Source: an optimization exercise on an open RTL-to-GDS flow (aim: small area and few clock cycles). Production flows keep margins and buffers that such runs may drop.
Only simulation tests tie the RTL to the original design; equivalence was not proved.
No activity file was given, so power comes from the tool's default toggle rates.

==> inputs of pepper <==
==> flow/design.v (excerpt) <==
module ftdi_frame_codec (
    input  wire        clk,
    input  wire        rst,           
    input  wire        op_valid,
    input  wire [2:0]  op_code,       
    input  wire [15:0] op_arg,        
    output wire        op_ready,
    output wire        tx_valid,
    output reg  [7:0]  tx_data,
    input  wire        tx_ready,
    input  wire        rx_valid,
    input  wire [7:0]  rx_data,
    output wire        rx_ready,
    input  wire [4:0]  rd_idx,
    output wire [15:0] rd_sp,
    output wire [11:0] rd_samp0,
    output wire [11:0] rd_samp1,
    output wire [11:0] rd_samp2,
    output reg  [2:0]  phase,
    output reg  [2:0]  fault,
    output reg  [5:0]  n_count,
    output wire [10:0] wlen,
    output wire [7:0]  erl,
    output reg  [10:0] txcount,
    output reg  [7:0]  rlen,
    output wire [5:0]  nsamp,
    output wire [16:0] stat_sum,
    output wire [5:0]  stat_cnt,
    output wire        stat_valid
);
Settings: LEC_CHECK=0, CAP_MARGIN=20, CORE_MARGIN=2, CORE_UTILIZATION=40, PLACE_DENSITY=0.6, SLEW_MARGIN=20, SYNTH_HIERARCHICAL=1; clock period 10.0 ns.
standard.sh (not shown) runs the stock make flow with config.mk's settings and CLKGATE_MAP_FILE= SYNTH_SCRIPT=/design/flow/synth_recipe.tcl, a recipe that flattens the netlist after the stock synthesis.
==> flow/flow/run.sh <==
#!/bin/bash
# Standard ORFS layout with a leaner clock tree (no dummy loads, larger
# sink clusters) and the smallest buffer on each port.
set -euo pipefail
export CTS_ARGS="-sink_clustering_enable -repair_clock_nets -buf_list sky130_fd_sc_hd__clkbuf_16 -sink_clustering_size 30 -sink_clustering_max_diameter 80 -dont_use_dummy_load"
export BUFFER_PORTS_ARGS="-buffer_cell sky130_fd_sc_hd__buf_1"
bash standard.sh > standard.log 2>&1
==> xenon (differences from pepper) <==
==> flow/flow/run.sh (replaced) <==
#!/bin/bash
# Standard ORFS layout, with
#  - an area-oriented re-mapping of the combinational logic of the standard
#    synthesis (registers, their names and cell types are kept as they are;
#    the read multiplexers' three-way AND-OR-invert cells are kept too),
#  - a leaner clock tree (no dummy loads, larger sink clusters),
#  - the smallest buffer on each port.
set -euo pipefail
here=$(pwd)
res=$here/orfs/results/$FLOW_PLATFORM/ftdi_frame_codec/base
lib=$FLOW_HOME/platforms/$FLOW_PLATFORM/lib/sky130_fd_sc_hd__tt_025C_1v80.lib

export CTS_ARGS="-sink_clustering_enable -repair_clock_nets -buf_list sky130_fd_sc_hd__clkbuf_8 -sink_clustering_size 18 -sink_clustering_max_diameter 60 -dont_use_dummy_load"
export BUFFER_PORTS_ARGS="-buffer_cell sky130_fd_sc_hd__buf_1"

# 1. standard synthesis
bash standard.sh synth > standard_synth.log 2>&1

# 2. re-map the combinational logic for area
seq=$(python3 flow/combmap.py "$lib")
yosys -q -l combmap.log -p "read_liberty -ignore_miss_func $lib; delete $seq sky130_fd_sc_hd__conb_1; write_verilog -noattr $here/combmap.v" > /dev/null 2>&1 || true
dontuse=$(grep -o -- "-dont_use [^ ]*" "$here/orfs/logs/$FLOW_PLATFORM/ftdi_frame_codec/base/1_2_yosys.log" | sort -u | tr '\n' ' ')
cp "$res/1_2_yosys.v" "$here/1_2_yosys_standard.v"
yosys -l post_synth.log -p "
read_liberty -lib $lib
read_verilog $here/1_2_yosys_standard.v
hierarchy -top $FLOW_TOP
select -set regs $FLOW_TOP/t:sky130_fd_sc_hd__df* $FLOW_TOP/t:sky130_fd_sc_hd__edf*
tee -o $here/regs_before.txt select -list @regs
techmap -map $here/combmap.v $FLOW_TOP/* $FLOW_TOP/t:sky130_fd_sc_hd__a222oi_1 %d
techmap
opt_expr
opt_clean -purge
abc -liberty $lib $dontuse -script $here/flow/area.abc
rename -hide $FLOW_TOP/w:*.*
opt_clean -purge
hilomap -singleton -hicell sky130_fd_sc_hd__conb_1 HI -locell sky130_fd_sc_hd__conb_1 LO
splitnets
opt_clean -purge
insbuf -buf sky130_fd_sc_hd__buf_4 A X
select -set regs2 $FLOW_TOP/t:sky130_fd_sc_hd__df* $FLOW_TOP/t:sky130_fd_sc_hd__edf*
tee -o $here/regs_after.txt select -list @regs2
stat -liberty $lib
write_verilog -noattr -nohex -nodec $here/1_2_yosys_area.v
" > /dev/null
# keep the standard netlist unless the registers are exactly the same
if cmp -s <(sort regs_before.txt) <(sort regs_after.txt); then
  cp "$here/1_2_yosys_area.v" "$res/1_2_yosys.v"
  rm -f "$res/1_synth.odb" "$res/1_synth.sdc"
  echo "post-synthesis re-mapping used" > post_synth_status.txt
else
  echo "registers differ; standard netlist kept" > post_synth_status.txt
fi

# 3. the rest of the layout
bash standard.sh > standard_finish.log 2>&1
==> flow/flow/area.abc (new file) <==
&get -n
&st
&dch
&nf -a
&st
&dch
&nf -a
&put
==> flow/flow/combmap.py (new file) <==
# Writes the list of sequential cells (flip-flops, latches) of a liberty file,
# one per line, so the post-synthesis pass can leave them untouched.
import re, sys
lib = open(sys.argv[1]).read()
seq = []
for part in re.split(r'\n\s*cell\s*\(', lib)[1:]:
    name = part[:part.index(')')].strip().strip('"')
    if re.search(r'\b(ff|ff_bank|latch|latch_bank|statetable)\s*\(', part):
        seq.append(name)
print(' '.join(seq))
Settings changed: CORE_UTILIZATION 40 to 55, PLACE_DENSITY 0.6 to 0.7.
==> comparison <==
- Against pepper, the sequential power of xenon is larger by about 0.9%.
- Against xenon, the register-to-register slack of pepper is higher by 1.3 ns.
- Between xenon and pepper, the lower synthesized cell count is in xenon (gap 4.3%, measured against pepper).
- In pepper the final cell count is larger than in xenon, by 12%.
- In xenon the maximum frequency is higher than in pepper, by about 2.8%.
- Between xenon and pepper, the lower final area is in xenon (gap 5.9%, measured against pepper).
- Of xenon and pepper, pepper has the higher die area (gap 31%, measured against pepper).
==> figures <==
item	pepper	xenon
Met3 layer wire length in the routed design	7.545 mm	11.35 mm
Via count	29020	29970
Sequential power share	51.7%	49.0%
Area of the mapped netlist	0.04454 mm2	0.04235 mm2
Die area	0.1140 mm2	0.07923 mm2
Total Routing Usage GR	19.94%	29.44%
Maximum number of pins on one net before global-route repair	40	37
Root cell of the clock tree	sky130_fd_sc_hd__clkbuf_16	sky130_fd_sc_hd__clkbuf_8
First-pass iteration count of the detailed router	12	13
Leak pwr	18.30 nW	16.87 nW
Clk_skew	0.08989 ns	0.1271 ns
Outcome	no timing/DRC/antenna violations	no timing/DRC/antenna violations
Area of the multi-input gates	0.01350 mm2	0.01174 mm2
Overall routed net length	117.7 mm	120.3 mm
Wire length the detailed router placed on met1	54.08 mm	49.64 mm
Testbench counts of pepper, summed over its fixed seeds: cycles 23,344.
Testbench counts of xenon, summed over its fixed seeds: cycles 23,344.

separate check: timing with driven ports:
In the flow no input, the clock included, has a driving cell. The finished layouts below were timed again as built, in two steps. Step 1 assumes that a clkbuf_16 drives the clock port and a buf_2 every other input. Step 2, shift: input delay + t, output delay - t, t = (earliest + latest rising clock arrival at the registers) / 2. This alone moves slack from input paths to output paths. Three values: no drivers, after step 1, after step 2; two values: the first two.
run	t (ns)	setup WS [ns]	worst data-port slew with drivers (ns)
pepper	0.679	0.447 / 0.424 / 0.424	0.12
xenon	0.777	0.706 / 0.623 / 0.623	0.09
After both steps setup and hold are still met in every run listed. The setup slack of xenon, which loses most, moves by -0.083 ns with the drivers and by -0.083 ns with both steps.
